Context: an optimization exercise on an open-source flow, tuned for small area and a short achievable clock period. The choices shown serve that exercise and are no tape-out recipe. The RTL was checked by simulation tests, not by an equivalence proof against the original design. No activity file was given, so power comes from the tool's default toggle rates.

Setup of run 1:
## dfbridge
module dfbridge (
    input  wire        clk,
    input  wire        rst,           
    input  wire        cmd_valid,
    input  wire [15:0] cmd,
    output wire        cmd_ready,
    output reg         rsp_valid,
    output reg  [15:0] rsp,
    input  wire        evt_valid,
    input  wire [15:0] evt,
    output reg         miso_valid,
    output reg  [7:0]  miso,
    output reg         utx_valid,
    output reg  [7:0]  utx,
    output reg         busy
);
Size in the first run: about 5,000 cells after synthesis, roughly 1,200 flip-flops, about 73 I/O pins, about 0.052 mm2 of cells after synthesis.
export LEC_CHECK = 0
export ABC_AREA = 1
export CAP_MARGIN = 20
export CORE_MARGIN = 2
export CORE_UTILIZATION = 45
export SLEW_MARGIN = 20
create_clock -name core_clock -period 10.0 [get_ports {clk}]
standard.sh (not shown) runs the stock make flow with config.mk's settings and CLKGATE_MAP_FILE= SYNTH_SCRIPT=/design/flow/synth_recipe.tcl, a recipe that flattens the netlist after the stock synthesis.
==> flow/flow/run.sh <==
#!/bin/bash
set -euo pipefail
bash standard.sh SETUP_SLACK_MARGIN=7.0 \
  "CTS_ARGS=-sink_clustering_enable -repair_clock_nets -sink_clustering_size 16 -sink_clustering_max_diameter 60 -buf_list sky130_fd_sc_hd__clkbuf_8 -dont_use_dummy_load" \
  finish > flow_make.log 2>&1
Input-level comparison between run 2 and run 1:
==> flow/flow/run.sh <==
#!/bin/bash
set -euo pipefail
bash standard.sh SETUP_SLACK_MARGIN=6.9 \
  "CTS_ARGS=-sink_clustering_enable -repair_clock_nets -sink_clustering_size 16 -sink_clustering_max_diameter 60 -buf_list sky130_fd_sc_hd__clkbuf_8 -dont_use_dummy_load" \
  finish > flow_make.log 2>&1
[summary]
- Cmp run 2 and run 1 / part of the power in registers / lower: run 1
- Final area: run 2 < run 1
- Comparing run 2 with run 1, the filler cell count came out essentially unchanged.
- Taking run 1 as the reference, in run 2 final cell count ~0 delta; wire length now smaller; hold slack level.
Edits applied to the flow inputs when going from run 2 to run 3:
Settings: setting PLACE_DENSITY to 0.8 for the first time.
==> flow/flow/run.sh <==
#!/bin/bash
set -euo pipefail
bash standard.sh SETUP_SLACK_MARGIN=6.7 \
  "CTS_ARGS=-sink_clustering_enable -repair_clock_nets -sink_clustering_size 16 -sink_clustering_max_diameter 60 -buf_list sky130_fd_sc_hd__clkbuf_8 -dont_use_dummy_load" \
  finish > flow_make.log 2>&1
==> comparison <==
The flow did not stop early for run 3: all stages ran, and the layout cleared the timing, DRC and antenna checks. Relative to run 2, number of global-route vias before repair increased by 1.9% in run 3. Against run 2, run 3 comes in 22% higher on maximum vdd drop. Summary of run 3 over run 2: wire length of the first global-routing pass now smaller, post-layout total power now smaller, multi-input combinational cell count comparable, final non-filler cell area now smaller, core utilization now smaller.
Relative to run 3, the following input files were edited for run 4:
Settings: an added CTS_CLUSTER_SIZE of 16; an added CTS_CLUSTER_DIAMETER of 60; a deleted PLACE_DENSITY that had been 0.8; an added CTS_BUF_LIST of sky130_fd_sc_hd__clkbuf_8.
==> flow/flow/run.sh <==
#!/bin/bash
set -euo pipefail
bash standard.sh SETUP_SLACK_MARGIN=6.8 finish > flow_make.log 2>&1
Notes after the runs:
Run 4 vs. run 3: total clock network power up 26%; worst setup slack up 93 ps; fraction of standard cell area that is sequential down 1.3 points; critical path depth down 15; total CTS buffers up about 3%.
Compared with run 3, in run 4 final wirelength has increased; post-synthesis cell area roughly the same.
> inputs changed (run 4 -> run 5)
Settings: CTS_BUF_LIST no longer set, was sky130_fd_sc_hd__clkbuf_8; CTS_CLUSTER_SIZE no longer set, was 16; CTS_CLUSTER_DIAMETER no longer set, was 60.
==> flow/flow/run.sh <==
#!/bin/bash
set -euo pipefail
bash standard.sh SETUP_SLACK_MARGIN=6.8 \
  "CTS_ARGS=-sink_clustering_enable -repair_clock_nets -sink_clustering_size 16 -sink_clustering_max_diameter 60 -buf_list sky130_fd_sc_hd__clkbuf_8 -dont_use_dummy_load" \
  finish > flow_make.log 2>&1
==> notes.md <==
Sum of net half-perimeters after detailed placement: run 4 vs run 5 identical
Startpoint of the worst setup timing path = rsp[2]: run 5; startpoint of the worst setup timing path = rsp[10]: run 4
In run 5, the total power came out 6.6% below the value in run 4.
Between run 4 and run 5, the cell count went down.
Non-clock inverter count in the final layout essentially unchanged between run 4 and run 5.
On final routed wirelength across all metal layers, run 5 and run 4 are basically level.

port drivers added, routing unchanged:
How much do the figures lean on ideal ports? The routed layouts below were timed once more, with nothing changed but the port constraints.
Step 1 sets driving cells, clkbuf_16 on the clock port and buf_2 on the other inputs (assumed; they add their load-dependent delay and slew).
Step 2 adds t to the input delays and takes it off the output delays; t is the mean of the earliest and latest rising clock arrival at the registers after step 1. Input paths then give back, and output paths get back, about the clock's delay inside the block.
Slacks: ideal / step 1 / step 2; pairs: ideal / step 1.
run | shift t [ns] | setup slack, ns | worst hold slack (ns) | worst setup path at the end | pins driven straight from the clock port
run 1 | 0.880 | 6.629 / 6.557 / 5.856 | 0.458 / 0.458 / 0.458 | input to register | 1
run 2 | 0.863 | 6.661 / 6.592 / 5.903 | 0.456 / 0.456 / 0.456 | input to register | 1
run 3 | 0.838 | 6.586 / 6.586 / 5.964 | 0.466 / 0.466 / 0.466 | input to register | 1
run 4 | 0.871 | 6.679 / 6.612 / 5.909 | 0.494 / 0.494 / 0.494 | input to register | 1
run 5 | 0.850 | 6.687 / 6.620 / 6.028 | 0.490 / 0.490 / 0.490 | input to register | 1
After both steps setup and hold are still met in every run listed. The setup slack of run 1, which loses most, moves by -0.072 ns with the drivers and by -0.773 ns with both steps.
